Context: an optimization exercise on an open-source flow, tuned for small area, a short achievable clock period and few clock cycles per item. The choices shown serve that exercise and are no tape-out recipe. Function was not checked in any run shown here: the RTL went through the layout flow alone. Power is estimated from default activity; no workload was simulated.

==> flow/design.v <==
module gsm7_septet (
    input  wire        clk,
    input  wire        rst,           
    input  wire        cmd_valid,
    output wire        cmd_ready,
    input  wire [2:0]  cmd_op,
    input  wire [15:0] cmd_len,
    input  wire [7:0]  cmd_hdr_len,
    input  wire        in_valid,
    output wire        in_ready,
    input  wire [31:0] in_data,
    output wire        out_valid,
    input  wire        out_ready,
    output wire [7:0]  out_data,
    output wire        res_valid,
    input  wire        res_ready,
    output wire [7:0]  res_err,
    output wire [7:0]  res_count
);
    reg         busy;        
    reg         crdy;        
    reg         rv;          
    reg         flt;         
    reg         m_pack;      
    reg         m_hex;       
    reg         pre;         
    reg         more;        
    reg         need;        
    reg  [10:0] rem;         
    reg  [7:0]  cnt;         
    reg  [2:0]  hl;          
    reg         hexhi;       
    reg         skip;        
    reg  [4:0]  err;
    reg         sv;          
    reg  [7:0]  sq;          
    reg         sh;          
    reg  [1:0]  sc;          
    reg         slo;         
    reg  [14:0] acc;         
    reg  [3:0]  k;           
    reg  [7:0]  od;          
    reg  [3:0]  lo;          
    reg         ov;          
    reg         olo;         
    function automatic [7:0] hexc(input [3:0] d);
        reg g;
        begin
            g = d[3] & (d[2] | d[1]);                    
            hexc = {1'b0, g, ~g, ~g, ~g & d[3],
                    g ? (d[2] & (d[1] | d[0])) : d[2],
                    g ? ~(d[1] ^ d[0]) : d[1],
                    d[0] ^ g};
        end
    endfunction
    wire len_big = (|cmd_len[15:11]) | (cmd_len[10] & (|cmd_len[9:0]));
    wire op_pack = (cmd_op == 3'd0);
    wire op_hdr  = (cmd_op == 3'd1);
    wire hl_big  = (|cmd_hdr_len[7:3]) | (&cmd_hdr_len[2:0]);
    wire n_255   = |cmd_len[10:8];
    wire n_248   = n_255 | ((&cmd_len[7:3]) & (|cmd_len[2:0]));
    reg  [4:0] pf;
    always @* begin
        if (cmd_op[2] & cmd_op[1])                     pf = 5'h10;
        else if (len_big)                              pf = 5'h12;
        else if (cmd_op == 3'd5)                       pf = 5'h03;
        else if (op_pack & n_255)                      pf = 5'h19;
        else if (op_hdr & hl_big)                      pf = 5'h17;
        else if (op_hdr & n_248)                       pf = 5'h19;
        else                                           pf = 5'h00;
    end
    wire pf_any  = (cmd_op[2] & cmd_op[1]) | len_big | (cmd_op == 3'd5) |
                   (op_pack & n_255) | (op_hdr & (hl_big | n_248));
    wire c_pre   = op_hdr & ~len_big & ~hl_big & ~n_248;
    wire c_more  = ~pf_any & (|cmd_len[10:0]);
    wire c_pack  = op_pack | op_hdr;
    wire [7:0] len7     = cmd_len[7:0] + 8'd7;
    wire [7:0] len_byte = op_hdr ? len7 : cmd_len[7:0];
    wire hl_nz   = |hl;
    wire auto_st = pre & ~hl_nz;                     
    wire pre_bit = pre & cnt[2] & cnt[1];            
    wire move    = sv & (~k[3] | slo);               
    wire sfree   = ~sv | move;
    wire done_in = ~pre & ~more & ~sv;
    assign in_ready = need & (skip | sfree);
    wire fire  = in_valid & in_ready;
    wire st1   = auto_st ? (skip | sfree) : fire;    
    wire sload = st1 & ~skip;                        
    wire commit = ~pre & ~m_pack & (~m_hex | hexhi);  
    wire [1:0] sw = pre ? {pre_bit, 1'b0} :
                    m_pack ? 2'd1 :
                    (m_hex & ~hexhi) ? 2'd3 : 2'd0;
    wire s_dig = (sq[7:4] == 4'h3) & (sq[3:0] <= 4'h9);
    wire s_let = ~sq[7] & sq[6] & (sq[4:3] == 2'b00) & (sq[2:0] != 3'd0) & (sq[2:0] != 3'd7);
    wire s_hex = ~sh & (s_dig | s_let);
    wire [3:0] hv = {sq[3] | sq[6],
                     sq[2] ^ (sq[6] & sq[1] & sq[0]),
                     sq[1] ^ (sq[6] & sq[0]),
                     sq[0] ^ sq[6]};
    reg  [7:0] sx;
    reg        s_fault;
    reg  [4:0] s_err;
    always @* begin
        sx = sq; s_fault = sh; s_err = 5'h13;
        if (m_pack) begin
            if (sc == 2'd1) begin
                s_fault = sh | sq[7];
                s_err = 5'h18;
            end
        end else if (m_hex) begin
            s_err = 5'h15;
            s_fault = ~s_hex;
            if (sc == 2'd3) begin
                sx = {hv, 4'd0};
                if (s_hex & ~more) begin s_fault = 1'b1; s_err = 5'h16; end
            end else
                sx = {4'd0, hv};
        end
    end
    wire        k7  = &k[2:0];
    wire [14:0] ins = {7'd0, sx} << k[2:0];
    wire [14:0] tot = acc | (move ? ins : 15'd0);
    wire [3:0]  kw  = (sc == 2'd0) ? {1'b1, k[2:0]} :
                      (sc == 2'd1) ? ({1'b0, k[2:0]} + 4'd7) :
                      (sc == 2'd2) ? ({1'b0, k[2:0]} + 4'd1) : {1'b0, k[2:0]};
    wire [3:0]  kt  = move ? kw : k;
    wire hi_on  = ov & m_pack & ~olo;                
    wire ofree  = ~ov | (out_ready & ~hi_on);
    wire av_go  = (sc == 2'd0) | ((sc == 2'd1) & (|k[2:0])) | (((sc == 2'd2) | ~m_pack) & k7);
    wire av_no  = k[3] | (m_pack ? (done_in & (|k[2:0])) : k7);
    wire avail  = move ? av_go : av_no;
    wire load   = ofree & avail;
    wire left   = k[3] | (m_pack ? (|k[2:0]) : k7);      
    assign out_valid = ov;
    assign out_data  = od;
    assign res_valid = rv;
    assign res_err   = {3'd0, err};
    assign res_count = cnt;                           
    assign cmd_ready = crdy;
    wire take = ~busy & cmd_valid;
    wire pre_n  = pre & ~((pre_bit & st1) | (auto_st & skip));
    wire more_n = (fire & ~pre) ? (rem != 11'd1) : more;
    wire hlnz_n = (fire & pre) ? (hl != 3'd1) : hl_nz;
    always @(posedge clk) begin
        if (rst) begin
            busy <= 1'b0;
            crdy <= 1'b1;
            rv   <= 1'b0;
            ov   <= 1'b0;
            pre  <= 1'b0;
            more <= 1'b0;
            need <= 1'b0;
            sv   <= 1'b0;
        end else if (take) begin
            busy <= 1'b1;
            crdy <= 1'b0;
            pre  <= c_pre;
            more <= c_more;
            need <= c_pre ? (|cmd_hdr_len[2:0]) : c_more;
            sv   <= 1'b0;
        end else if (busy) begin
            more <= more_n;
            pre  <= pre_n;
            need <= pre_n ? hlnz_n : more_n;
            if (sload)
                sv <= 1'b1;
            else if (move)
                sv <= 1'b0;
            if (ov & out_ready & ~hi_on)
                ov <= 1'b0;
            if (load)
                ov <= 1'b1;
            if (!rv && done_in && !left && ofree)
                rv <= 1'b1;
            if (rv && res_ready) begin
                rv   <= 1'b0;
                busy <= 1'b0;
                crdy <= 1'b1;
            end
        end
    end
    always @(posedge clk) begin
        if (!busy) begin
            flt    <= pf_any;
            m_pack <= c_pack;
            m_hex  <= (cmd_op == 3'd2);
            rem    <= cmd_len[10:0];
            cnt    <= 8'd0;
            hl     <= cmd_hdr_len[2:0];
            hexhi  <= 1'b0;
            skip   <= pf_any;
            err    <= pf;
            acc    <= {7'd0, len_byte & {8{c_pack}}};
            k      <= {c_pack, 3'd0};
        end else begin
            if (fire & ~pre)
                rem <= rem - 11'd1;
            if (fire & pre) hl <= hl - 3'd1;
            if (m_hex & fire) hexhi <= ~hexhi;
            if (flt)
                cnt <= 8'd0;
            else if (pre ? (st1 & ~skip) : (sload & (m_pack | commit)))
                cnt <= cnt + ((~m_pack & (cnt[2:0] == 3'd6)) ? 8'd2 : 8'd1);
            if (sload & commit & (cnt == 8'd158))
                skip <= 1'b1;                           
            if (sload) begin
                sq  <= in_data[7:0] & {8{~auto_st}};
                sh  <= ~auto_st & (|in_data[31:8]);
                sc  <= sw;
                slo <= m_hex & hexhi;
            end
            if (move & ~flt & s_fault) begin            
                skip <= 1'b1;
                flt  <= 1'b1;
                err  <= s_err;
            end
            if (ov & out_ready & hi_on)
                olo <= 1'b1;
            if (load | (out_ready & hi_on))
                od  <= m_pack ? hexc(hi_on ? lo : tot[7:4]) : {1'b0, tot[6:0]};
            if (load) begin
                lo  <= tot[3:0];
                olo <= 1'b0;
                if (m_pack) begin
                    acc <= {8'd0, tot[14:8]};
                    k   <= kt[3] ? {1'b0, kt[2:0]} : 4'd0;
                end else begin
                    acc <= {7'd0, tot[14:7]};
                    k   <= kt - 4'd7;
                end
            end else begin
                acc <= tot;
                k   <= kt;
            end
        end
    end
endmodule
==> flow/flow/run.sh <==
#!/bin/bash
# Standard layout, with plain buffers (not delay cells) on the ports.
set -euo pipefail
export BUFFER_PORTS_ARGS="-buffer_cell sky130_fd_sc_hd__buf_1"
bash standard.sh > standard.log 2>&1
==> flow/standard.sh <==
#!/bin/bash
# synth_recipe.tcl (not shown) runs the flow's synth.tcl, then flattens the netlist and writes it again
# the make line also repeats each setting of config.mk as NAME=value (left out here)
make -C /OpenROAD-flow-scripts/flow DESIGN_CONFIG=/design/flow/config.mk WORK_HOME=/design/flow/orfs CLKGATE_MAP_FILE= SYNTH_SCRIPT=/design/flow/synth_recipe.tcl "${@:-finish}"
==> flow/config.mk <==
export PLATFORM = sky130hd
export DESIGN_NAME = gsm7_septet
export DESIGN_NICKNAME = gsm7_septet
export VERILOG_FILES = /design/flow/design.v
export SDC_FILE = /design/flow/constraint.sdc
export NUM_CORES = 4
export LEC_CHECK = 0
export CAP_MARGIN = 20
export CORE_MARGIN = 2
export CORE_UTILIZATION = 60
export CTS_BUF_LIST = sky130_fd_sc_hd__clkbuf_8
export SETUP_SLACK_MARGIN = 4
export SLEW_MARGIN = 20
==> flow/constraint.sdc <==
create_clock -name core_clock -period 7.0 [get_ports {clk}]
set_input_delay 1.4000 -clock core_clock [delete_from_list [all_inputs] [get_ports {clk}]]
set_output_delay 1.4000 -clock core_clock [all_outputs]
set_load 0.01 [all_outputs]
==> run summary, run 1 <==
* Core box area at around 8600 sq um
* Die area at a little under 10000 sq um
* Synth top area cells: edfxtp_1 27%, dfxtp_1 14%, nor2_1 5.9%
* Area occupied by multi-input gates at roughly 3000 sq um
* Combinational Power Share at 15.7%
* Slew @ Worst Pin at slightly below 800 ps
* Overall power at 1.16 mW
* CTS HTree Levels at 3
* DR vias/cell at ~6.3
* Layout cells sized above 1 at between 10% and 20%
* Fmax at 339 MHz
* Async SR Flop Fraction at 0%
* CP Data Arrival Time at a little over 3000 ps
* Post-Layout Cell Count at 826
* Clock Skew at between 20 and 25 ps
* Height of the die at roughly 100 um
* Nets@finish at 795
* Synth-to-Final Area Change at 16.3%
* Setup TNS at 0 ps
* Power Density at 188 nW/um^2
* CP Data Required Time at ~7100 ps
* Cell taking the most area after synthesis: edfxtp_1
* Hold Fails Final Rpt at 0
* Final ANT Viol Nets at 0
* Mapped Area at roughly 5300 sq um
* Seq pwr share at around half
* Sequential fraction of the synthesis area at around two fifths
* Diode count at 0
* CTS tree: built
* Clk pwr share at a little over a third
* Crit. End Element: flop
* Worst setup path end: od[5]
* Cell area after layout at just over 6000 sq um
* Die W at 98.1 um
* Initial antenna violation count at 0
* CTS root buffer: clkbuf_8
* Via count at just over 5000
* Switching part of the total at between 20% and 30%
* Reg2Reg Setup Slack at roughly 4100 ps
* Max VDD drop at about 0.16 mV
* Dpl cells at 789
* Core Rows at 34
* Clk latency of the worst-skew pair at about 370 ps
* R2r endpoint: od[5]
* Setup crit start kind: flop
* Unique masters post-synth at 79
* Ys Warns at 1
* Final period util at between 40% and 50%
* Routability cong. at just under 0.9
* Rel. slew slack at ~48%
* CP Class: flop to flop
* Most common cell in the netlist: nor2_1
* Minimum clock period at 2950 ps
* Reg clk slew, reported paths at around 110 ps
* #FFs+latches synth at 83
* Setup Viol. Count Final at 0
* CP Max Fanout at 7
* Post-synth top area share at between 20% and 30%
* PortBufs at a little under 90
* Utilization after layout at 71.5%
* Clk buf depth at 2
* Vias in the first global route at approximately 4700
* Worst Reg-to-Reg Cells at 9
* Initial DRC Count at 400
* Post-DP Area at between 5000 and 6000 sq um
* Syn_area_per_cell at between 8 and 9 sq um
* Number of CTS-inserted buffers at 9
* Crit. Startpoint: m_hex
* Initial core utilization at 61.5%
* Max Cap Viol at 0
* Cell internal pwr at 0.822 mW
* GRT Overall Usage at between 20 and 30%
* Clock Sink Count at 83
* Filler cells at 675
* Remaining Overflow, GRT at 0
* Hold bufs inserted after CTS at 0
* Top post-synthesis cells by count: 83 x nor2_1, 54 x nand2_1, 47 x edfxtp_1
* Mapped Cells at about 620
* Routed wire length at 14.3 mm
* Post-synth EDFFs at 47
* RSZ-0062 raised after global routing: true
* Status: finished clean
* Synth Flop Type: edfxtp_1
* Worst Hold Class: flop to flop
* Largest net degree at the start of global routing at 38
* FF-to-FF Start: m_hex
* Area occupied by registers at 2140 sq um
* Ports at 93
* Dpl hpwl at 10.1 mm
* Leakage power total at 2.19 nW
* # DRC at 0
* First-pass GRT wire length at between 20 and 25 mm
* Psw at 0.341 mW
* First-pass DRT Iterations at 5
* Drt wl/cell at 17.3 um
* Final Max Slew Viols at 0
==> cell type report <==
type	count	area share [%]
Inverter	34	2.13
Clock buffer	9	2.01
Clock inverter	7	1.70
Tap cell	108	2.19
Multi-Input combinational cell	474	49.2
Timing Repair Buffer	111	8.21
Sequential cell	83	34.6
==> routing by layer <==
metal	share of wire [%]	GRT usage (%)
met1	44	39.6
met2	48	46.6
met3	6.8	5.01
met4	2.0	10.9
met5	0	0
==> sequential cells by signal (all words and copies together) (netlist names), 2 cells and up <==
| name | flops |
|---|---|
| acc | 15 |
| cnt | 8 |
| k | 4 |
| od | 7 |
| sq | 8 |
| hl | 3 |
| lo | 4 |
| sc | 2 |
| err | 5 |
| rem | 11 |
==> logic make-up after synthesis <==
family | share of synthesized area (%)
buf+inv | 5.42
flops | 40.1
xor+xnor | 4.45
mux | 2.19
simple gates | 24.1
compound gates | 19.5
other cells | 0.0706
fa+ha+maj | 4.15
==> power by group through the flow <==
stage          logic (mW)  registers [mW]  clock network (mW)
6_report            0.183           0.565               0.415
5_1_grt             0.201           0.569               0.436
4_1_cts             0.174           0.564               0.419
3_5_place_dp        0.163           0.578                   0
3_3_place_gp        0.158           0.577                   0
2_1_floorplan       0.117           0.570                   0
==> worst max-delay path, stage by stage, from the launching register on <==
cell and delay, ps:
edfxtp_1 490, buf_4 180, and4b_2 310, or4_1 540, o311ai_2 120, o21ai_2 130
a41o_1 270, o21a_2 150, or2_1 260, mux2_4 260
==> repair_timing <==
item | CTS | global route
cloned | 0 | 0
gates resized for setup | 8 | 27
pin swaps | 0 | 3
endpoints found under the setup margin | 33 | 26
setup buffers | 8 | 13
==> stage by stage <==
stage          setup WS [ps]  hold WS (ps)
2_1_floorplan           4020           430
3_3_place_gp            3310           452
3_5_place_dp            3200           451
4_1_cts                 3910           476
5_1_grt                 3920           489
6_report                4050           477
==> worst min-delay path by stage <==
stage	start	endpoint	cells after the start
after global routing	acc[14]	acc[14]	2
after floorplan	acc[14]	acc[14]	2
final	acc[14]	acc[14]	2
after CTS	acc[14]	acc[14]	2
after global placement	acc[11]	acc[11]	2
after detailed placement	acc[14]	acc[14]	2
==> cells in the final DEF (no fill, tap or decap), types with 6 or more instances in the layout <==
master / instances
nor3_1: 19
nand4_1: 6
clkbuf_8: 9
mux2i_1: 8
ha_1: 16
and3_1: 6
a31oi_1: 8
inv_1: 32
xor2_1: 10
o31ai_1: 6
nor4_1: 11
dfxtp_1: 34
xnor2_1: 17
o21a_1: 6
or3_1: 9
buf_1: 88
nand2_1: 53
nor2_1: 82
edfxtp_1: 47
o22ai_1: 9
buf_4: 22
o21ai_0: 21
and2_1: 13
a21oi_1: 39
nand3_1: 19
nor2b_1: 7
==> inputs of run 2 (changes only) <==
--- a/flow/config.mk
+++ b/flow/config.mk
@@ -9,5 +9,5 @@
 export CORE_MARGIN = 2
 export CORE_UTILIZATION = 60
 export CTS_BUF_LIST = sky130_fd_sc_hd__clkbuf_8
-export SETUP_SLACK_MARGIN = 4
+export SETUP_SLACK_MARGIN = 4.4
 export SLEW_MARGIN = 20
==> run summary, run 2 <==
* Leakage power total at between 2 and 3 nW
* Largest reg by FF count: acc
* PortBufs at between 80 and 90
* Rel. slew slack at a little over half
* Minimum clock period at slightly below 3000 ps
* Routed wire length at roughly 17 mm
* Diode count at 0
* Clock Sink Count at between 80 and 90
* Top post-synthesis cells by count: 83 x nor2_1, 54 x nand2_1, 47 x edfxtp_1
* Hold Fails Final Rpt at 0
* Setup slack at placement at roughly 3600 ps
* Syn_area_per_cell at between 8 and 9 sq um
* #FFs+latches synth at 83
* Fmax at between 300 and 400 MHz
* Simple-Gate Fraction of Synth Area at 24.1%
* Min-delay src: acc[14]
* Core box area at 8640 sq um
* Crit. End Element: flop
* Synth-to-Final Area Change at 32.0%
* Remaining Overflow, GRT at 0
* Synth Area in Adders at 4.15%
* Overall power at about 1.2 mW
* First-pass DRT Iterations at 6
* Max VDD drop at between 0.1 and 0.15 mV
* CP Data Arrival Time at between 3000 and 4000 ps
* Status: finished clean
* First-pass GRT wire length at between 20 and 30 mm
* Clock Skew at roughly 17 ps
* Initial core utilization at just over 60%
* Number of CTS-inserted buffers at 9
* Initial antenna violation count at 0
* Setup Viol. Count Final at 0
* Clk latency of the worst-skew pair at approximately 370 ps
* Max Cap Viol at 0
* Sequential fraction of the synthesis area at 40.1%
* Final Max Slew Viols at 0
* GRT Overall Usage at approximately 32%
* Slew @ Worst Pin at roughly 690 ps
* Final hold slack at around 470 ps
* Async SR Flop Fraction at 0%
* CTS tree: built
* Vias in the first global route at 5178
* Synth Flop Type: edfxtp_1
* Final ANT Viol Nets at 0
* Ports at 93
* Largest family of logic cells by synthesized area: simple AND/OR/NAND/NOR gates
* Height of the die at between 90 and 100 um
* Max reg flops at 15
* Crit. Startpoint: sq[6]
* Post-synth top area share at 26.6%
* Post-synth EDFFs at 47
* Layout cells sized above 1 at 24.6%
* Core Rows at 34
* Synth top area cells: edfxtp_1 27%, dfxtp_1 14%, nor2_1 5.9%
* Mapped Area at around 5300 sq um
* Initial DRC Count at approximately 350
* Die area at 9620 sq um
* Mapped Cells at around 620
* DR vias/cell at 6.38
* Die W at about 100 um
* Complex-gate fraction of the synthesized area at about 19%
* Largest net degree at the start of global routing at 35
* CP Max Fanout at 5
* Post-Synth XOR/XNOR Area at 4.45%
* FF-to-FF Start: sq[6]
* Multiplexer share of the synthesized area at 2.19%
* Worst Hold Class: flop to flop
* Drt wl/cell at 19.3 um
* Cell taking the most area after synthesis: edfxtp_1
* Dpl hpwl at around 10 mm
* CTS HTree Levels at 3
* Via count at ~5600
* Setup TNS at 0 ps
* CP Data Required Time at approximately 7100 ps
* Ys Warns at 1
* # DRC at 0
* Power Density at 166 nW/um^2
* RSZ-0062 raised after global routing: true
* Nets@finish at between 800 and 900
* Unique masters post-synth at between 70 and 80
* CTS root buffer: clkbuf_8
* Commonest non-fill, non-tap cell in the layout: buf_1
* Reg clk slew, reported paths at ~100 ps
* Clk buf depth at 2
* Most frequent cells in the layout: 84 x buf_1, 78 x nor2_1, 70 x buf_4, 49 x nand2_1, 47 x edfxtp_1
* Final WS setup at about 4100 ps
* Final period util at between 40% and 50%
* Most common cell in the netlist: nor2_1
* Setup crit start kind: flop
* Largest regs: acc: 15 flops, rem: 11 flops
* Routability cong. at approximately 0.96
* Hold bufs inserted after CTS at 0
* CP Class: flop to flop
[run 2: cell counts after synthesis]
No cell type changed its count.
[run 2: final timing paths]
path | end | slack (ps) | cells after the start
max | od[0] | 4100 | 10
min | acc[14] | 470 | 2
max reg2reg | od[0] | 4100 | 10
min reg2reg | acc[14] | 470 | 2
[run 2: metrics by stage]
step | cell area [sq um] | std cells | utilization [%]
after global routing | 7010 | 883 | 81.2
after CTS | 6490 | 847 | 75.1
after floorplan | 5400 | 626 | -
final | 7010 | 883 | 81.2
after detailed placement | 5710 | 788 | 66.1
after global placement | 5710 | 788 | 66.1
[run 2: critical path: stages (launching register included)]
cell and delay, ps:
edfxtp_1 520, ha_4 240, nor4bb_4 170, o21ai_2 210, a21oi_1 120, or3_4 410, o311ai_4 340, a31oi_2 170
buf_4 170, o21a_1 90, o31a_1 240
[run 2: repair_timing]
action | 4_1_cts | 5_1_grt
endpoints found under the setup margin | 58 | 52
gates cloned | 0 | 0
resized for setup | 57 | 61
buffers inserted | 43 | 35
pin swaps | 20 | 31
[run 2: cells by family (layout without fill, tap and decap cells)]
kind of cell / Yosys count / in the layout
flops: 83 / 83
buf+inv: 69 / 218
fa+ha+maj: 17 / 17
mux: 11 / 11
compound gates: 155 / 155
simple gates: 260 / 260
other cells: 1 / 4
xor+xnor: 27 / 27
[run 2: final cells by class]
type | count | area (sq um)
multi-input combinational | 474 | 3410
tap | 108 | 135
timing repair buffer | 168 | 980
sequential | 83 | 2140
clock inverter | 7 | 80.1
clock buffer | 9 | 124
fill | 571 | 1630
inverter | 34 | 141
[run 2: routing by layer]
layer	track usage (%)	up-vias	routed length [um]	part of all wire, %
li1	-	2570	-	-
met1	43.2	2666	6710	39
met2	51.7	325	8250	48
met3	5.37	69	1430	8.4
met4	12.7	0	629	3.7
met5	0	-	0	0
[run 2: power breakdown]
group          switching, mW  total (mW)  internal [mW]
sequential            0.0209       0.565          0.544
combinational          0.134       0.227         0.0933
clock                  0.199       0.370          0.171
total                  0.354        1.16          0.808
==> inputs of run 3 (changes only) <==
--- a/flow/design.v
+++ b/flow/design.v
@@ -34,7 +34,7 @@
     reg  [4:0]  err;
     reg         sv;          
     reg  [7:0]  sq;          
-    reg         sh;          
+    reg         sbad;        
     reg  [1:0]  sc;          
     reg         slo;         
     reg  [14:0] acc;         
@@ -82,43 +82,39 @@
     wire move    = sv & (~k[3] | slo);               
     wire sfree   = ~sv | move;
     wire done_in = ~pre & ~more & ~sv;
-    assign in_ready = need & (skip | sfree);
+    assign in_ready = ~crdy & need & (skip | sfree);
     wire fire  = in_valid & in_ready;
     wire st1   = auto_st ? (skip | sfree) : fire;    
     wire sload = st1 & ~skip;                        
     wire commit = ~pre & ~m_pack & (~m_hex | hexhi);  
+    wire hi24  = |in_data[31:8];
+    wire c_dig = (in_data[7:4] == 4'h3) & (in_data[3:0] <= 4'h9);
+    wire c_let = ~in_data[7] & in_data[6] & (in_data[4:3] == 2'b00) &
+                 (in_data[2:0] != 3'd0) & (in_data[2:0] != 3'd7);
+    wire [3:0] hv = {in_data[3] | in_data[6],
+                     in_data[2] ^ (in_data[6] & in_data[1] & in_data[0]),
+                     in_data[1] ^ (in_data[6] & in_data[0]),
+                     in_data[0] ^ in_data[6]};
+    wire [7:0] sx = auto_st ? 8'd0 :
+                    (~pre & m_hex) ? (hexhi ? {4'd0, hv} : {hv, 4'd0}) : in_data[7:0];
+    wire bad = (~pre & m_hex) ? ~(~hi24 & (c_dig | c_let)) :
+               (hi24 | (~pre & m_pack & in_data[7]));
     wire [1:0] sw = pre ? {pre_bit, 1'b0} :
                     m_pack ? 2'd1 :
                     (m_hex & ~hexhi) ? 2'd3 : 2'd0;
-    wire s_dig = (sq[7:4] == 4'h3) & (sq[3:0] <= 4'h9);
-    wire s_let = ~sq[7] & sq[6] & (sq[4:3] == 2'b00) & (sq[2:0] != 3'd0) & (sq[2:0] != 3'd7);
-    wire s_hex = ~sh & (s_dig | s_let);
-    wire [3:0] hv = {sq[3] | sq[6],
-                     sq[2] ^ (sq[6] & sq[1] & sq[0]),
-                     sq[1] ^ (sq[6] & sq[0]),
-                     sq[0] ^ sq[6]};
-    reg  [7:0] sx;
     reg        s_fault;
     reg  [4:0] s_err;
     always @* begin
-        sx = sq; s_fault = sh; s_err = 5'h13;
+        s_fault = sbad; s_err = 5'h13;
         if (m_pack) begin
-            if (sc == 2'd1) begin
-                s_fault = sh | sq[7];
-                s_err = 5'h18;
-            end
+            if (sc == 2'd1) s_err = 5'h18;
         end else if (m_hex) begin
             s_err = 5'h15;
-            s_fault = ~s_hex;
-            if (sc == 2'd3) begin
-                sx = {hv, 4'd0};
-                if (s_hex & ~more) begin s_fault = 1'b1; s_err = 5'h16; end
-            end else
-                sx = {4'd0, hv};
+            if ((sc == 2'd3) & ~sbad & ~more) begin s_fault = 1'b1; s_err = 5'h16; end
         end
     end
     wire        k7  = &k[2:0];
-    wire [14:0] ins = {7'd0, sx} << k[2:0];
+    wire [14:0] ins = {7'd0, sq} << k[2:0];
     wire [14:0] tot = acc | (move ? ins : 15'd0);
     wire [3:0]  kw  = (sc == 2'd0) ? {1'b1, k[2:0]} :
                       (sc == 2'd1) ? ({1'b0, k[2:0]} + 4'd7) :
@@ -147,25 +143,10 @@
             crdy <= 1'b1;
             rv   <= 1'b0;
             ov   <= 1'b0;
-            pre  <= 1'b0;
-            more <= 1'b0;
-            need <= 1'b0;
-            sv   <= 1'b0;
         end else if (take) begin
             busy <= 1'b1;
             crdy <= 1'b0;
-            pre  <= c_pre;
-            more <= c_more;
-            need <= c_pre ? (|cmd_hdr_len[2:0]) : c_more;
-            sv   <= 1'b0;
         end else if (busy) begin
-            more <= more_n;
-            pre  <= pre_n;
-            need <= pre_n ? hlnz_n : more_n;
-            if (sload)
-                sv <= 1'b1;
-            else if (move)
-                sv <= 1'b0;
             if (ov & out_ready & ~hi_on)
                 ov <= 1'b0;
             if (load)
@@ -181,6 +162,10 @@
     end
     always @(posedge clk) begin
         if (!busy) begin
+            pre    <= c_pre;
+            more   <= c_more;
+            need   <= c_pre ? (|cmd_hdr_len[2:0]) : c_more;
+            sv     <= 1'b0;
             flt    <= pf_any;
             m_pack <= c_pack;
             m_hex  <= (cmd_op == 3'd2);
@@ -193,6 +178,13 @@
             acc    <= {7'd0, len_byte & {8{c_pack}}};
             k      <= {c_pack, 3'd0};
         end else begin
+            more <= more_n;
+            pre  <= pre_n;
+            need <= pre_n ? hlnz_n : more_n;
+            if (sload)
+                sv <= 1'b1;
+            else if (move)
+                sv <= 1'b0;
             if (fire & ~pre)
                 rem <= rem - 11'd1;
             if (fire & pre) hl <= hl - 3'd1;
@@ -204,8 +196,8 @@
             if (sload & commit & (cnt == 8'd158))
                 skip <= 1'b1;                           
             if (sload) begin
-                sq  <= in_data[7:0] & {8{~auto_st}};
-                sh  <= ~auto_st & (|in_data[31:8]);
+                sq   <= sx;
+                sbad <= ~auto_st & bad;
                 sc  <= sw;
                 slo <= m_hex & hexhi;
             end
--- a/flow/config.mk
+++ b/flow/config.mk
@@ -9,5 +9,5 @@
 export CORE_MARGIN = 2
 export CORE_UTILIZATION = 60
 export CTS_BUF_LIST = sky130_fd_sc_hd__clkbuf_8
-export SETUP_SLACK_MARGIN = 4.4
+export SETUP_SLACK_MARGIN = 4.3
 export SLEW_MARGIN = 20
==> run summary, run 3 <==
* Status: finished clean
* Core Rows at 34
* Reg2Reg Setup Slack at ~4500 ps
* Complex-gate fraction of the synthesized area at between 10% and 20%
* Routed wire length at about 13 mm
* FF-to-FF Start: k[3]
* Clock Skew at ~11 ps
* Setup Viol. Count Final at 0
* Syn_area_per_cell at 9.10 sq um
* Nets@finish at 753
* Final WS setup at around 4300 ps
* Setup TNS at 0 ps
* Overall power at ~1.1 mW
* Cell taking the most area after synthesis: edfxtp_1
* Clk buf depth at 2
* Remaining Overflow, GRT at 0
* Crit. End Element: output pin
* Routability cong. at 0.930
* Simple-Gate Fraction of Synth Area at approximately a quarter
* Mapped Cells at between 500 and 600
* CP Max Fanout at 3
* Largest net degree at the start of global routing at 43
* First-pass GRT wire length at ~21 mm
* Async SR Flop Fraction at 0%
* CTS HTree Levels at 3
* Post-Synth XOR/XNOR Area at roughly 4.1%
* Worst Reg-to-Reg Cells at 6
* Drt wl/cell at 16.5 um
* Leakage power total at 2.08 nW
* Die area at 9690 sq um
* Most frequent cells in the layout: 87 x buf_1, 75 x nor2_1, 53 x nand2_1, 47 x edfxtp_1, 34 x a21oi_1
* Ys Warns at 1
* Largest regs: acc: 15 flops, rem: 11 flops
* Diode count at 0
* Initial core utilization at between 60% and 70%
* Largest family of logic cells by synthesized area: simple AND/OR/NAND/NOR gates
* Commonest non-fill, non-tap cell in the layout: buf_1
* CP Data Required Time at 5600 ps
* Setup slack at placement at between 3000 and 4000 ps
* Ports at between 90 and 100
* Rel. slew slack at 36.6%
* Final ANT Viol Nets at 0
* Slew @ Worst Pin at about 950 ps
* CP Data Arrival Time at about 1300 ps
* Utilization after layout at about 70%
* Synth top area cells: edfxtp_1 26%, dfxtp_1 13%, nor2_1 5.3%
* DR WL met3 at between 700 and 800 um
* Reg clk slew, reported paths at 80 ps
* Largest reg by FF count: acc
* Unique masters post-synth at 79
* Post-Route M1 WL at just under 6 mm
* Post-synth EDFFs at 47
* Top post-synthesis cells by count: 75 x nor2_1, 54 x nand2_1, 47 x edfxtp_1
* First-pass DRT Iterations at 5
* Post-synth top area share at between 20% and 30%
* Min-delay src: acc[9]
* WHS Endpoint: acc[9]
* Initial DRC Count at about 230
* #FFs+latches synth at between 80 and 90
* Hold Fails Final Rpt at 0
* GRT Overall Usage at 26.8%
* Multiplexer share of the synthesized area at between 5 and 6%
* Dpl hpwl at about 9.8 mm
* Power Density at ~180 nW/um^2
* Max VDD drop at ~0.11 mV
* Metal2 WL at roughly 6 mm
* Initial antenna violation count at 0
* Minimum clock period at 2730 ps
* DR vias/cell at just over 6
* CTS root buffer: clkbuf_8
* Most common cell in the netlist: nor2_1
* Final period util at about two fifths
* Max Cap Viol at 0
* Filler cells at approximately 710
* Clk latency of the worst-skew pair at approximately 360 ps
* R2r endpoint: od[0]
* Setup crit start kind: flop
* Sequential fraction of the synthesis area at 39.9%
* Worst Hold Class: flop to flop
* Max reg flops at 15
* CP Class: flop to output pin
* Highest Signal Layer: met4
* Final Max Slew Viols at 0
* Mapped Area at between 5000 and 6000 sq um
* RSZ-0062 raised after global routing: true
* Min-Delay Path Depth at 2
* Synth Flop Type: edfxtp_1
* Layout cells sized above 1 at about 11%
* PortBufs at 88
* Fmax at 367 MHz
* Synth-to-Final Area Change at 12.8%
* CTS tree: built
* Via count at ~4800
* Clock Sink Count at 83
* Height of the die at between 90 and 100 um
* Number of CTS-inserted buffers at 9
* Synth Area in Adders at under 10%
* Die W at about 100 um
* Vias in the first global route at ~4400
* Core box area at between 8000 and 9000 sq um
* # DRC at 0
-- run 3: changes by cell type after synthesis, sizes merged, moves of 7 or more --
cell,before,now
mux2i,9,17
clkbuf,21,11
inv,34,26
o21ai,27,16
or3,9,0
and2,13,6
-- run 3: final cells by class --
cell class / instances / area [sq um] / share of cell area (%)
Inverter: 27 / 105 / 1.74
Sequential cell: 83 / 2140 / 35.4
Multi-Input combinational cell: 450 / 3050 / 50.5
Clock buffer: 10 / 138 / 2.28
Tap cell: 108 / 135 / 2.24
Timing Repair Buffer: 100 / 422 / 6.99
Clock inverter: 6 / 48.8 / 0.809
-- run 3: what timing repair did --
action	CTS	global route
pin swaps	6	4
buffers inserted	6	4
hold buffers	0	0
endpoints found under the setup margin	39	57
gates resized for setup	6	9
-- run 3: cells by family after synthesis --
kind of cell | count (synthesis)
adders and majority gates | 17
muxes | 25
buffers and inverters | 58
DFF | 83
other | 1
xor gates and xnor gates | 25
AOI/OAI and AO/OA | 134
and+or+nand+nor | 245
-- run 3: power by group --
part	internal [mW]	switching [mW]
clock	0.141	0.183
combinational	0.0728	0.108
sequential	0.545	0.0204
total	0.759	0.312
-- run 3: worst max-delay path by stage --
stage	start	endpoint	slack, ps	cells after the start
2_1_floorplan	cmd_hdr_len[3]	err[0]	4040	6
5_1_grt	cmd_hdr_len[3]	need	4240	7
3_3_place_gp	cmd_hdr_len[3]	need	3910	7
4_1_cts	slo	in_ready	4230	3
3_5_place_dp	cmd_hdr_len[3]	need	3870	7
6_report	slo	in_ready	4270	3
-- run 3: routing by layer --
metal | GRT usage, % | vias up
met5 | 0 | -
met4 | 8.32 | 0
met3 | 4.75 | 15
met2 | 43.1 | 156
met1 | 37.3 | 2292
li1 | - | 2310
-- run 3: critical path, stage by stage (launching register included) --
cell      delay, ps
edfxtp_1        440
and4bb_4        350
nor3b_2          50
buf_2           140
-- run 3: stage by stage --
stage / cell area, sq um / hold slack, ps / instances
6_report: 6030 / 503 / 784
5_1_grt: 6030 / 531 / 784
4_1_cts: 5960 / 498 / 780
3_5_place_dp: 5710 / 477 / 758
2_1_floorplan: 5400 / 430 / 591
3_3_place_gp: 5710 / 461 / 758
==> inputs of run 4 (changes only) <==
--- a/flow/config.mk
+++ b/flow/config.mk
@@ -9,5 +9,5 @@
 export CORE_MARGIN = 2
 export CORE_UTILIZATION = 60
 export CTS_BUF_LIST = sky130_fd_sc_hd__clkbuf_8
-export SETUP_SLACK_MARGIN = 4.3
+export SETUP_SLACK_MARGIN = 4
 export SLEW_MARGIN = 20
==> run summary, run 4 <==
* Clock Skew at around 13 ps
* Setup TNS at 0 ps
* Slew @ Worst Pin at between 900 and 1000 ps
* Mapped Area at roughly 5300 sq um
* Cell internal pwr at about 0.75 mW
* Setup slack at placement at ~3700 ps
* First-pass DRT Iterations at 5
* Commonest non-fill, non-tap cell in the layout: buf_1
* Final ANT Viol Nets at 0
* CTS HTree Levels at 3
* Switching part of the total at 30.4%
* Reg clk slew, reported paths at around 90 ps
* Final Max Slew Viols at 0
* Status: finished clean
* Synth Flop Type: edfxtp_1
* Post-CTS Setup Bufs at 0
* Max reg flops at 15
* Drt wl/cell at 16.7 um
* Dpl cells at 758
* Crit-path leading delay family: simple AND/OR/NAND/NOR gates
* Setup Viol. Count Final at 0
* Rel. slew slack at 39.1%
* Ys Warns at 1
* Max Cap Viol at 0
* Most common cell in the netlist: nor2_1
* CTS tree: built
* GRT Overall Usage at between 20% and 30%
* Critical-path cell list: and4bb_2 > nor3b_1 > buf_1
* CTS root buffer: clkbuf_8
* Combinational Power Share at about 16%
* Dpl hpwl at 9.88 mm
* Min-Delay Path Depth at 2
* Crit. End Element: output pin
* Number of CTS-inserted buffers at 9
* Worst setup path end: in_ready
* Nets@finish at 744
* Async SR Flop Fraction at 0%
* Worst path bufs/invs at 1
* Most frequent cells in the layout: 88 x buf_1, 75 x nor2_1, 54 x nand2_1, 47 x edfxtp_1
* Max VDD drop at ~0.1 mV
* Final WS setup at slightly above 4000 ps
* Cell taking the most area after synthesis: edfxtp_1
* Height of the die at between 90 and 100 um
* Worst Reg-to-Reg Cells at 7
* Post-synth top area share at a little over a quarter
* Clk latency of the worst-skew pair at 370 ps
* Layout cells sized above 1 at about 8.4%
* RSZ-0062 raised after global routing: false
* Clk pwr share at between 30% and 40%
* Die W at 98.4 um
* Routability cong. at 0.909
* Worst path depth at 3
* Clk buf depth at 2
* Sequential fraction of the synthesis area at between 30% and 40%
* Largest net degree at the start of global routing at between 40 and 50
* Fmax at 346 MHz
* Synth top area cells: edfxtp_1 26%, dfxtp_1 13%, nor2_1 5.3%
* Overall power at 1.08 mW
* Core Rows at 34
* Mapped Cells at 588
* Crit. Startpoint: skip
* PortBufs at 88
* Leakage power total at ~2.0 nW
* # DRC at 0
* First-pass GRT wire length at roughly 22 mm
* Initial DRC Count at approximately 250
* Hold bufs inserted after CTS at 0
* CP max stage delay at about 420 ps
* Core box area at 8680 sq um
* Die area at a little under 10000 sq um
* Psw at approximately 0.33 mW
* Slowest-stage cell, CP: edfxtp_1
* Final hold slack at 494 ps
* Synth-to-Final Area Change at 10.1%
* Utilization after layout at 67.9%
* Clock Sink Count at 83
* Power Density at 183 nW/um^2
* Routed wire length at approximately 13 mm
* Largest reg by FF count: acc
* CP Data Required Time at about 5600 ps
* Cell area after layout at 5890 sq um
* Worst Hold Class: flop to flop
* CP Class: flop to output pin
* Syn_area_per_cell at about 9.1 sq um
* Unique masters post-synth at 79
* Vias in the first global route at between 4000 and 5000
* Reg2Reg Setup Slack at about 4300 ps
* #FFs+latches synth at 83
* FF-to-FF Start: k[1]
* Setup crit start kind: flop
* CP Data Arrival Time at 1490 ps
* Post-DP Area at 5690 sq um
* R2r endpoint: acc[3]
* Minimum clock period at between 2000 and 3000 ps
* Post-Layout Cell Count at ~780
* DR vias/cell at ~6
* Filler cells at 740
* Post-synth EDFFs at 47
* Top post-synthesis cells by count: 75 x nor2_1, 54 x nand2_1, 47 x edfxtp_1
* CP Max Fanout at 6
* Diode count at 0
* Via count at 4669
* Seq pwr share at ~53%
* Initial core utilization at 61.6%
* Remaining Overflow, GRT at 0
* Hold Fails Final Rpt at 0
* Largest regs: acc: 15 flops, rem: 11 flops
* Initial antenna violation count at 0
* Ports at 93
* Final period util at between 40% and 50%
[run 4: cell counts after synthesis]
No cell type changed its count.
[run 4: worst min-delay path by stage]
stage / startpoint / endpoint / slack, ps
floorplan: acc[8] / acc[8] / 430
global placement: acc[10] / acc[10] / 460
detailed placement: acc[9] / acc[9] / 470
CTS: acc[13] / acc[13] / 490
global route: acc[8] / acc[8] / 530
finish: acc[13] / acc[13] / 490
[run 4: what timing repair did]
item | CTS | global route
gates resized for setup | 2 | 2
gates cloned | 0 | 0
endpoints found under the setup margin | 8 | 21
[run 4: power groups by stage]
stage	sequential (mW)	combinational [mW]	clock, mW
5_1_grt	0.568	0.194	0.355
2_1_floorplan	0.571	0.122	0
3_3_place_gp	0.574	0.166	0
3_5_place_dp	0.575	0.170	0
6_report	0.565	0.174	0.337
4_1_cts	0.564	0.172	0.340
[run 4: cells by family (layout without fill, tap and decap cells)]
kind of cell | Yosys count | count (layout) | synth area share [%]
AO/OA/AOI/OAI | 134 | 134 | 17.9
buffers and inverters | 58 | 134 | 4.94
adder cells (fa/ha/maj) | 17 | 17 | 4.12
other | 1 | 4 | 0.0701
XOR/XNOR | 25 | 25 | 4.09
multiplexers | 25 | 25 | 5.36
flip-flops | 83 | 83 | 39.9
AND/OR/NAND/NOR | 245 | 245 | 23.6
[run 4: per-layer routing]
metal  global-route usage [%]  part of all wire, %  vias up
li1                         -                    -     2296
met2                     44.3                   47      133
met1                     38.0                   46     2217
met4                     9.17                  1.9        0
met5                        0                    0        -
met3                     4.54                  5.3       23
[run 4: final cells by class]
type / count / area [sq um] / share of cell area [%]
multi-input combinational: 450 / 2980 / 50.6
sequential: 83 / 2130 / 36.2
timing repair buffer: 91 / 350 / 5.95
tap: 108 / 135 / 2.29
clock buffer: 9 / 124 / 2.10
inverter: 27 / 101 / 1.72
clock inverter: 7 / 61.3 / 1.04
[run 4: worst reg2reg max path, stage by stage, from the launching register on]
cell      delay, ps
dfxtp_2         450
ha_1            240
ha_1            220
nand2b_1        130
o21ai_0         160
o311ai_4        710
nand2_1         440
o221ai_1        300
==> inputs of run 5 (changes only) <==
--- a/flow/config.mk
+++ b/flow/config.mk
@@ -9,5 +9,5 @@
 export CORE_MARGIN = 2
 export CORE_UTILIZATION = 60
 export CTS_BUF_LIST = sky130_fd_sc_hd__clkbuf_8
-export SETUP_SLACK_MARGIN = 4
+export SETUP_SLACK_MARGIN = 5
 export SLEW_MARGIN = 20
==> run summary, run 5 <==
* Initial antenna violation count at 0
* Remaining Overflow, GRT at 0
* Largest net degree at the start of global routing at 45
* Die W at 98.4 um
* Slowest-stage cell, CP: or4_1
* CP Max Fanout at 3
* Minimum clock period at between 2000 and 3000 ps
* # DRC at 0
* Overall power at between 1 and 1.5 mW
* CTS root buffer: clkbuf_8
* Initial core utilization at about three fifths
* Most common cell in the netlist: nor2_1
* Max VDD drop at between 0.1 and 0.15 mV
* Final period util at 39.1%
* Mapped Cells at between 500 and 600
* RSZ-0062 raised after global routing: true
* Core Rows at 34
* Rel. slew slack at a little under a third
* Diode count at 0
* Post-synth EDFFs at 47
* #FFs+latches synth at 83
* Final WS setup at between 4000 and 5000 ps
* Crit. End Element: flop
* Synth-to-Final Area Change at 39.5%
* Largest family of logic cells by synthesized area: simple AND/OR/NAND/NOR gates
* DR vias/cell at 6.27
* Fmax at between 300 and 400 MHz
* Setup crit start kind: input port
* Reg clk slew, reported paths at roughly 90 ps
* Synth Flop Type: edfxtp_1
* Via count at around 5300
* Vias in the first global route at 5000
* Post-Synth XOR/XNOR Area at around 4.1%
* Core box area at between 8000 and 9000 sq um
* Nets@finish at roughly 820
* Slew @ Worst Pin at roughly 1000 ps
* Number of CTS-inserted buffers at 9
* Utilization after layout at roughly 86%
* Status: finished clean
* Top post-synthesis cells by count: 75 x nor2_1, 54 x nand2_1, 47 x edfxtp_1
* Synth Area in Adders at between 4 and 5%
* Worst Hold Class: flop to flop
* Setup slack at placement at around 4000 ps
* First-pass DRT Iterations at 5
* CP Data Required Time at around 7300 ps
* Largest reg by FF count: acc
* Multiplexer share of the synthesized area at under 10%
* Complex-gate fraction of the synthesized area at 17.9%
* Cell area after layout at about 7500 sq um
* Post-DP Area at approximately 6000 sq um
* Power Density at approximately 150 nW/um^2
* Die area at between 9000 and 10000 sq um
* Final Max Slew Viols at 0
* CP Data Arrival Time at 3030 ps
* Async SR Flop Fraction at 0%
* CP max stage delay at ~500 ps
* First-pass GRT wire length at 24.7 mm
* Max reg flops at 15
* Hold bufs inserted after CTS at 0
* Max Cap Viol at 0
* Routability cong. at 0.947
* Unique masters post-synth at a little under 80
* Critical-path cell list: buf_1 > or4_1 > a311o_1 > nand2b_4 > a211oi_2 > nor2_1 > o31ai_1
* Clk latency of the worst-skew pair at about 380 ps
* Synth top area cells: edfxtp_1 26%, dfxtp_1 13%, nor2_1 5.3%
* Mapped Area at about 5300 sq um
* PortBufs at 88
* Initial DRC Count at ~450
* CP Class: input port to flop
* Height of the die at around 100 um
* GRT Overall Usage at 31.8%
* Dpl hpwl at 9.93 mm
* Most frequent cells in the layout: 72 x nor2_1, 61 x buf_4, 57 x buf_1, 47 x edfxtp_1, 43 x nand2_1
* CTS HTree Levels at 3
* Drt wl/cell at ~20 um
* Layout cells sized above 1 at 36.8%
* Largest regs: acc: 15 flops, rem: 11 flops
* Sequential fraction of the synthesis area at 39.9%
* Simple-Gate Fraction of Synth Area at a little under a quarter
* Ys Warns at 1
* Clk buf depth at 2
* Clock Skew at 17.9 ps
* Final ANT Viol Nets at 0
* Leakage power total at between 2 and 3 nW
* Setup TNS at 0 ps
* Post-synth top area share at between 20% and 30%
* Commonest non-fill, non-tap cell in the layout: nor2_1
* Routed wire length at 16.9 mm
* Setup Viol. Count Final at 0
* CTS tree: built
* Clock Sink Count at between 80 and 90
* Ports at 93
* Syn_area_per_cell at between 9 and 10 sq um
* Hold Fails Final Rpt at 0
* Cell taking the most area after synthesis: edfxtp_1
[run 5: cell counts after synthesis]
No cell type changed its count.
[run 5: timing repair]
item / in CTS / in global routing
pin swaps: 40 / 44
setup endpoints to repair: 124 / 124
cloned: 2 / 0
resized for setup: 125 / 82
buffers inserted: 41 / 35
[run 5: worst max-delay path, delay by kind of cell]
family	cells	cell delay [ps]
compound gates	3	790
simple gates	3	780
buf+inv	1	60
[run 5: metal layers]
metal / share of wire [%] / vias to the layer above / GRT usage (%) / wire length (um)
met4: 2.5 / 0 / 12.1 / 428
met1: 40 / 2535 / 42.4 / 6730
met3: 8.1 / 45 / 3.83 / 1370
met2: 50 / 309 / 53.4 / 8380
met5: 0 / - / 0 / 0
li1: - / 2456 / - / -
[run 5: final timing paths]
kind / slack (ps) / from / cells after the start / to
worst max-delay path: 4270 / cmd_hdr_len[3] / 7 / need
worst min-delay path: 510 / acc[9] / 2 / acc[9]
worst max register to register: 4670 / k[1] / 10 / k[2]
worst min register to register: 510 / acc[9] / 2 / acc[9]
[run 5: power breakdown]
group | internal, mW | switching [mW] | leakage, nW
registers | 0.543 | 0.0214 | 0.747
clock network | 0.131 | 0.198 | 0.0900
logic | 0.115 | 0.140 | 1.88
[run 5: kinds of logic (layout without fill, tap and decap cells)]
kind of cell | count (synthesis) | after routing
multiplexers | 25 | 25
flip-flops | 83 | 83
AO/OA/AOI/OAI | 134 | 134
adder cells (fa/ha/maj) | 17 | 17
AND/OR/NAND/NOR | 245 | 247
other | 1 | 4
XOR/XNOR | 25 | 25
buffers and inverters | 58 | 209
[run 5: cell type report]
type	instances	area, sq um
inverters	27	128
repair buffers	166	1170
well taps	108	135
clock buffers	9	124
fillers	453	1220
clock inverters	7	52.6
multi-input cells	452	3680
flip-flops and latches	83	2170
[run 5: metrics by stage]
stage	cells	hold WS, ps
6_report	852	505
3_5_place_dp	758	469
5_1_grt	852	529
2_1_floorplan	591	445
4_1_cts	817	490
3_3_place_gp	758	467
==> inputs of run 6 (changes only) <==
--- a/flow/config.mk
+++ b/flow/config.mk
@@ -9,5 +9,5 @@
 export CORE_MARGIN = 2
 export CORE_UTILIZATION = 60
 export CTS_BUF_LIST = sky130_fd_sc_hd__clkbuf_8
-export SETUP_SLACK_MARGIN = 5
+export SETUP_SLACK_MARGIN = 4.6
 export SLEW_MARGIN = 20
==> run summary, run 6 <==
* Filler cells at between 700 and 800
* Post-Synth XOR/XNOR Area at under 10%
* Synth Area in Adders at under 10%
* Commonest non-fill, non-tap cell in the layout: buf_1
* Setup crit start kind: flop
* # DRC at 0
* Largest regs: acc: 15 flops, rem: 11 flops
* DR vias/cell at 6.09
* Ys Warns at 1
* Largest net degree at the start of global routing at 43
* #FFs+latches synth at a little over 80
* Mapped Area at around 5300 sq um
* Routability cong. at a little under 1
* CP Data Required Time at ~5600 ps
* Drt wl/cell at approximately 17 um
* Hold bufs inserted after CTS at 0
* Dpl cells at approximately 760
* Area occupied by registers at between 2000 and 2500 sq um
* CTS root buffer: clkbuf_8
* Rel. slew slack at roughly 33%
* Initial core utilization at 61.6%
* Synth top area cells: edfxtp_1 26%, dfxtp_1 13%, nor2_1 5.3%
* Routed wire length at approximately 14 mm
* Vias in the first global route at ~4600
* Cell taking the most area after synthesis: edfxtp_1
* Async SR Flop Fraction at 0%
* Worst path bufs/invs at 1
* Mapped Cells at 588
* CTS tree: built
* Core Rows at 34
* Die W at between 90 and 100 um
* Dpl hpwl at about 10 mm
* First-pass GRT wire length at around 22 mm
* Post-synth EDFFs at 47
* Post-Layout Cell Count at between 700 and 800
* Initial antenna violation count at 0
* Critical-path cell list: and4bb_4 > nor3b_2 > buf_2
* Sequential fraction of the synthesis area at about 40%
* Multiplexer share of the synthesized area at about 5.4%
* Largest reg by FF count: acc
* Status: finished clean
* RSZ-0062 raised after global routing: true
* Setup TNS at 0 ps
* Post-synth top area share at 26.4%
* Layout cells sized above 1 at 17.1%
* Final Max Slew Viols at 0
* Max Cap Viol at 0
* Leakage power total at around 2.2 nW
* Clock Skew at 9.49 ps
* Reg clk slew, reported paths at 90 ps
* Hold Fails Final Rpt at 0
* Final ANT Viol Nets at 0
* Setup Viol. Count Final at 0
* CP Data Arrival Time at 1340 ps
* GRT Overall Usage at 27.6%
* Overall power at around 1.2 mW
* Largest family of logic cells by synthesized area: simple AND/OR/NAND/NOR gates
* Fmax at around 360 MHz
* PortBufs at 88
* Top post-synthesis cells by count: 75 x nor2_1, 54 x nand2_1, 47 x edfxtp_1
* Reg2Reg Setup Slack at between 4000 and 5000 ps
* Final period util at approximately two fifths
* Ports at 93
* Crit-path leading delay family: flip-flops
* Synth Flop Type: edfxtp_1
* Final hold slack at 501 ps
* Slew @ Worst Pin at around 1000 ps
* CP Max Fanout at 3
* Crit. End Element: output pin
* First-pass DRT Iterations at 5
* Simple-Gate Fraction of Synth Area at about a quarter
* CP max stage delay at between 400 and 500 ps
* Area occupied by multi-input gates at roughly 3200 sq um
* Slowest-stage cell, CP: edfxtp_1
* Clk latency of the worst-skew pair at 350 ps
* Max reg flops at 15
* Power Density at around 180 nW/um^2
* Initial DRC Count at between 300 and 400
* Die area at just under 10000 sq um
* Core box area at 8680 sq um
* CTS HTree Levels at 3
* Clk buf depth at 2
* Max VDD drop at 0.0917 mV
* Height of the die at 98.4 um
* Most common cell in the netlist: nor2_1
* Worst Hold Class: flop to flop
* Remaining Overflow, GRT at 0
* Number of CTS-inserted buffers at 9
* Unique masters post-synth at slightly below 80
* Clock Sink Count at 83
* CP Class: flop to output pin
* Via count at 4839
* Minimum clock period at roughly 2700 ps
* Nets@finish at roughly 760
* Most frequent cells in the layout: 82 x buf_1, 74 x nor2_1, 52 x nand2_1, 47 x edfxtp_1, 32 x a21oi_1
* Synth-to-Final Area Change at 18.0%
* Diode count at 0
* Complex-gate fraction of the synthesized area at 17.9%
* Syn_area_per_cell at around 9.1 sq um
run 6: worst paths after layout:
| path | from | to | cells past startpoint |
|---|---|---|---|
| max | slo | in_ready | 3 |
| min | acc[13] | acc[13] | 2 |
| max reg2reg | k[1] | acc[7] | 9 |
| min reg2reg | acc[13] | acc[13] | 2 |
run 6: tightest hold or removal path: stages, from the launching register on:
cell and delay (ps):
dfxtp_1 320, a21oi_1 60, nor2_1 90
run 6: cell type report:
type / count / area share, %
inverter: 27 / 1.74
clock inverter: 7 / 1.61
sequential: 83 / 34.0
timing repair buffer: 110 / 8.15
clock buffer: 9 / 1.96
tap: 108 / 2.14
multi-input combinational: 450 / 50.4
run 6: timing repair:
item,CTS,global route
setup buffers,10,10
pin swaps,11,14
gates resized for setup,26,23
setup endpoints to repair,74,72
run 6: layer usage:
metal  wire [um]  part of all wire (%)  track usage, %  up-vias
met5           0                     0               0        -
met4         217                   1.6            8.11        0
met3         817                   6.0            3.19       21
met2        6810                    50            46.0      179
met1        5870                    43            38.4     2313
li1            -                     -               -     2326
run 6: where the power goes:
part | total (mW) | internal (mW) | leakage [nW] | switching [mW]
combinational | 0.198 | 0.0815 | 1.35 | 0.116
sequential | 0.565 | 0.545 | 0.741 | 0.0202
clock | 0.391 | 0.204 | 0.111 | 0.187
total | 1.15 | 0.830 | 2.20 | 0.323
run 6: through the flow:
| step | setup WS, ps | utilization [%] | area (sq um) |
|---|---|---|---|
| 4_1_cts | 4230 | 70.9 | 6150 |
| 5_1_grt | 4220 | 72.8 | 6310 |
| 6_report | 4260 | 72.8 | 6310 |
| 2_1_floorplan | 4040 | - | 5450 |
| 3_5_place_dp | 3900 | 66.4 | 5760 |
| 3_3_place_gp | 3910 | 66.4 | 5760 |
run 6: cell families after synthesis:
| group | count (synthesis) |
|---|---|
| AND/OR/NAND/NOR | 245 |
| AO/OA/AOI/OAI | 134 |
| flip-flops | 83 |
| buffers and inverters | 58 |
| XOR/XNOR | 25 |
| multiplexers | 25 |
| adder cells (fa/ha/maj) | 17 |
| other | 1 |
==> inputs of run 7 (changes only) <==
--- a/flow/design.v
+++ b/flow/design.v
@@ -20,12 +20,11 @@
     reg         busy;        
     reg         crdy;        
     reg         rv;          
-    reg         flt;         
+    reg         irdy;        
     reg         m_pack;      
     reg         m_hex;       
     reg         pre;         
     reg         more;        
-    reg         need;        
     reg  [10:0] rem;         
     reg  [7:0]  cnt;         
     reg  [2:0]  hl;          
@@ -82,8 +81,9 @@
     wire move    = sv & (~k[3] | slo);               
     wire sfree   = ~sv | move;
     wire done_in = ~pre & ~more & ~sv;
-    assign in_ready = ~crdy & need & (skip | sfree);
-    wire fire  = in_valid & in_ready;
+    wire flt   = |err;                               
+    assign in_ready = irdy;
+    wire fire  = in_valid & irdy;
     wire st1   = auto_st ? (skip | sfree) : fire;    
     wire sload = st1 & ~skip;                        
     wire commit = ~pre & ~m_pack & (~m_hex | hexhi);  
@@ -137,16 +137,26 @@
     wire pre_n  = pre & ~((pre_bit & st1) | (auto_st & skip));
     wire more_n = (fire & ~pre) ? (rem != 11'd1) : more;
     wire hlnz_n = (fire & pre) ? (hl != 3'd1) : hl_nz;
+    wire cap_n  = sload & commit & (cnt == 8'd158);
+    wire skip_n = skip | cap_n | (move & ~flt & s_fault);
+    wire sv_n   = sload | (sv & ~move);
+    wire slo_n  = sload ? (m_hex & hexhi) : slo;
+    wire k3_n   = load ? (~m_pack & (&kt)) : kt[3];
+    wire room_n = skip_n | ~sv_n | ~k3_n | slo_n;
+    wire need_n = pre_n ? hlnz_n : more_n;
     always @(posedge clk) begin
         if (rst) begin
             busy <= 1'b0;
             crdy <= 1'b1;
             rv   <= 1'b0;
             ov   <= 1'b0;
+            irdy <= 1'b0;
         end else if (take) begin
             busy <= 1'b1;
             crdy <= 1'b0;
+            irdy <= c_pre ? (|cmd_hdr_len[2:0]) : c_more;
         end else if (busy) begin
+            irdy <= need_n & room_n;
             if (ov & out_ready & ~hi_on)
                 ov <= 1'b0;
             if (load)
@@ -157,6 +167,7 @@
                 rv   <= 1'b0;
                 busy <= 1'b0;
                 crdy <= 1'b1;
+                irdy <= 1'b0;
             end
         end
     end
@@ -164,9 +175,7 @@
         if (!busy) begin
             pre    <= c_pre;
             more   <= c_more;
-            need   <= c_pre ? (|cmd_hdr_len[2:0]) : c_more;
             sv     <= 1'b0;
-            flt    <= pf_any;
             m_pack <= c_pack;
             m_hex  <= (cmd_op == 3'd2);
             rem    <= cmd_len[10:0];
@@ -180,7 +189,6 @@
         end else begin
             more <= more_n;
             pre  <= pre_n;
-            need <= pre_n ? hlnz_n : more_n;
             if (sload)
                 sv <= 1'b1;
             else if (move)
@@ -193,7 +201,7 @@
                 cnt <= 8'd0;
             else if (pre ? (st1 & ~skip) : (sload & (m_pack | commit)))
                 cnt <= cnt + ((~m_pack & (cnt[2:0] == 3'd6)) ? 8'd2 : 8'd1);
-            if (sload & commit & (cnt == 8'd158))
+            if (cap_n)
                 skip <= 1'b1;                           
             if (sload) begin
                 sq   <= sx;
@@ -203,7 +211,6 @@
             end
             if (move & ~flt & s_fault) begin            
                 skip <= 1'b1;
-                flt  <= 1'b1;
                 err  <= s_err;
             end
             if (ov & out_ready & hi_on)
--- a/flow/config.mk
+++ b/flow/config.mk
@@ -9,5 +9,5 @@
 export CORE_MARGIN = 2
 export CORE_UTILIZATION = 60
 export CTS_BUF_LIST = sky130_fd_sc_hd__clkbuf_8
-export SETUP_SLACK_MARGIN = 4.6
+export SETUP_SLACK_MARGIN = 4.3
 export SLEW_MARGIN = 20
==> run summary, run 7 <==
* Status: finished clean
* Slew @ Worst Pin at 783 ps
* Via count at roughly 4800
* Max VDD drop at about 0.097 mV
* Slowest-stage cell, CP: or4_4
* Setup TNS at 0 ps
* Setup crit start kind: input port
* Reg clk slew, reported paths at 80 ps
* Max Cap Viol at 0
* Core Rows at 33
* RSZ-0062 raised after global routing: true
* Final Max Slew Viols at 0
* Die W at roughly 97 um
* GR met2 Demand/Resource at 46.7%
* Routability cong. at ~0.86
* Largest reg by FF count: acc
* Height of the die at roughly 97 um
* Clock Sink Count at ~80
* Cell taking the most area after synthesis: edfxtp_1
* # DRC at 0
* Met3 Resource Use GR at under 10%
* Drt wl/cell at 17.1 um
* CTS tree: built
* Largest regs: acc: 15 flops, rem: 11 flops
* Number of CTS-inserted buffers at 9
* Mapped Area at between 5000 and 6000 sq um
* PortBufs at 88
* Commonest non-fill, non-tap cell in the layout: buf_1
* Layout cells sized above 1 at under 10%
* CP Data Arrival Time at between 3000 and 4000 ps
* Ys Warns at 1
* Rel. slew slack at between 40% and 50%
* Final period util at 46.3%
* Filler cells at between 600 and 700
* Core box area at around 8300 sq um
* CP Class: input port to flop
* Clk latency of the worst-skew pair at 370 ps
* First-pass GRT wire length at roughly 22 mm
* Final ANT Viol Nets at 0
* Max reg flops at 15
* Sequential fraction of the synthesis area at between 40% and 50%
* Async SR Flop Fraction at 0%
* Fmax at 309 MHz
* GRT busiest layer: met2
* Crit. End Element: flop
* CP max stage delay at between 500 and 600 ps
* DR vias/cell at 6.16
* Ports at 93
* Unique masters post-synth at 70
* CP dominant cell by count: or4_4
* Dpl hpwl at about 10 mm
* Vias in the first global route at around 4500
* Synth Flop Type: edfxtp_1
* Hold Fails Final Rpt at 0
* GRT Overall Usage at between 20% and 30%
* Worst Hold Class: flop to flop
* Post-DP Area at 5590 sq um
* Post-synth EDFFs at between 40 and 50
* Remaining Overflow, GRT at 0
* Most common cell in the netlist: nor2_1
* Leakage power total at ~2.1 nW
* CP Data Required Time at approximately 7300 ps
* Cell area after layout at 5960 sq um
* Synth-to-Final Area Change at 14.5%
* Top post-synthesis cells by count: 74 x nor2_1, 54 x nand2_1, 46 x edfxtp_1
* Most frequent cells in the layout: 84 x buf_1, 71 x nor2_1, 53 x nand2_1, 46 x edfxtp_1, 44 x a21oi_1
* Critical-path cell list: buf_8 > or4_4 > or4_4 > a2111oi_4 > buf_4 > a31oi_1 > a2bb2oi_2 > o32ai_2
* Clk buf depth at 2
* Nets@finish at ~750
* Syn_area_per_cell at 8.83 sq um
* Initial antenna violation count at 0
* Largest net degree at the start of global routing at slightly above 50
* Initial core utilization at between 60% and 70%
* CP Max Fanout at 3
* First-pass DRT Iterations at 5
* GR Util met1 at between 30% and 40%
* CTS root buffer: clkbuf_8
* Die area at about 9400 sq um
* Overall power at 1.10 mW
* Hold bufs inserted after CTS at 0
* CTS HTree Levels at 3
* Post-synth top area share at between 20% and 30%
* Minimum clock period at about 3200 ps
* #FFs+latches synth at between 80 and 90
* Synth top area cells: edfxtp_1 27%, dfxtp_1 14%, nor2_1 5.3%
* Mapped Cells at roughly 590
* Diode count at 0
* Power Density at between 150 and 200 nW/um^2
* Setup Viol. Count Final at 0
* Clock Skew at ~15 ps
* Initial DRC Count at 292
* Routed wire length at 13.3 mm
## run 7: changes by cell type after synthesis, sizes merged, moves of 6 or more
cell    delta
buf       -11
nand3      +8
o21ai      +8
or3        +6
a21oi      +9
clkbuf    +12
## run 7: critical path: cells and delay by family
family	cells	cell delay, ps
AO/OA/AOI/OAI	4	860
buffers and inverters	2	280
AND/OR/NAND/NOR	2	970
## run 7: through the flow
step | utilization (%) | cells | setup WS (ps) | hold slack [ps]
after floorplan | - | 592 | 3510 | 434
after CTS | 71.1 | 778 | 3740 | 491
after detailed placement | 67.3 | 756 | 3200 | 471
after global placement | 67.3 | 756 | 3260 | 453
after global routing | 71.8 | 780 | 3720 | 505
final | 71.8 | 780 | 3760 | 491
## run 7: area by class of cell
cell class | instances | area (sq um) | area share (%)
Multi-Input combinational cell | 451 | 2970 | 49.9
Clock inverter | 7 | 75.1 | 1.26
Inverter | 27 | 101 | 1.70
Tap cell | 105 | 131 | 2.21
Sequential cell | 82 | 2110 | 35.4
Timing Repair Buffer | 99 | 440 | 7.39
Clock buffer | 9 | 124 | 2.08
## run 7: final timing paths
path | start | endpoint | slack (ps) | cells after the start
hold / removal | acc[9] | acc[9] | 490 | 2
setup reg to reg | k[0] | od[6] | 4430 | 7
hold reg to reg | acc[9] | acc[9] | 490 | 2
setup / recovery | cmd_len[6] | irdy | 3760 | 8
## run 7: kinds of logic (layout without fill, tap and decap cells)
logic type | Yosys count | count (layout) | synth area share (%)
AOI/OAI and AO/OA | 135 | 135 | 17.3
DFF | 82 | 82 | 40.4
adders and majority gates | 17 | 17 | 4.23
xor gates and xnor gates | 26 | 26 | 4.38
muxes | 24 | 24 | 5.91
and+or+nand+nor | 245 | 245 | 23.2
buffers and inverters | 59 | 142 | 4.54
other | 1 | 4 | 0.0721
## run 7: repair_timing
| action | CTS | global route |
|---|---|---|
| pin swaps | 8 | 4 |
| resized for setup | 22 | 9 |
| endpoints found under the setup margin | 48 | 37 |
| buffers inserted | 6 | 2 |
## run 7: report_power, final
part | total, mW | leakage, nW | switching, mW | internal (mW)
clock | 0.361 | 0.0996 | 0.193 | 0.168
sequential | 0.558 | 0.733 | 0.0197 | 0.538
combinational | 0.176 | 1.27 | 0.109 | 0.0671
total | 1.10 | 2.10 | 0.322 | 0.773
## run 7: routing by layer
layer | up-vias | wire length (um) | part of all wire [%]
met5 | - | 0 | 0
met4 | 0 | 210 | 1.6
met3 | 20 | 980 | 7.4
met2 | 193 | 6480 | 49
met1 | 2282 | 5630 | 42
li1 | 2308 | - | -

==> re-timing with driven ports <==
No port has a modelled driver above. Below, the same layouts with a new extraction and two added sets of constraints.
Step 1 assumes that a clkbuf_16 drives the clock port and a buf_2 every other input.
Step 2 moves the port delays by t, midway between the first and last clock arrival at a register: inputs arrive t later, outputs are due t later. That takes back most of the time a late clock gives input paths.
a / b / c = no drivers / after step 1 / after step 2; a / b = the first two.
run | t, ns | setup slack, ns | worst register clock-pin slew, ns | worst data-port slew with drivers (ns) | cell pins on the clock port's net
run 1 | 0.395 | 4.054 / 4.054 / 3.681 | 0.11 / 0.11 | 0.04 | 1
run 2 | 0.396 | 4.099 / 4.099 / 3.772 | 0.10 / 0.10 | 0.05 | 1
run 3 | 0.388 | 4.274 / 4.241 / 3.936 | 0.09 / 0.09 | 0.04 | 1
run 4 | 0.396 | 4.113 / 4.078 / 3.839 | 0.10 / 0.10 | 0.03 | 1
run 5 | 0.403 | 4.266 / 4.230 / 3.879 | 0.10 / 0.10 | 0.06 | 1
run 6 | 0.381 | 4.260 / 4.227 / 3.936 | 0.09 / 0.09 | 0.04 | 1
run 7 | 0.402 | 3.761 / 3.744 / 3.342 | 0.10 / 0.10 | 0.07 | 1
After both steps every run listed still meets setup and hold. The setup slack of run 7, which loses most, moves by -0.017 ns with the drivers and by -0.419 ns with both steps.
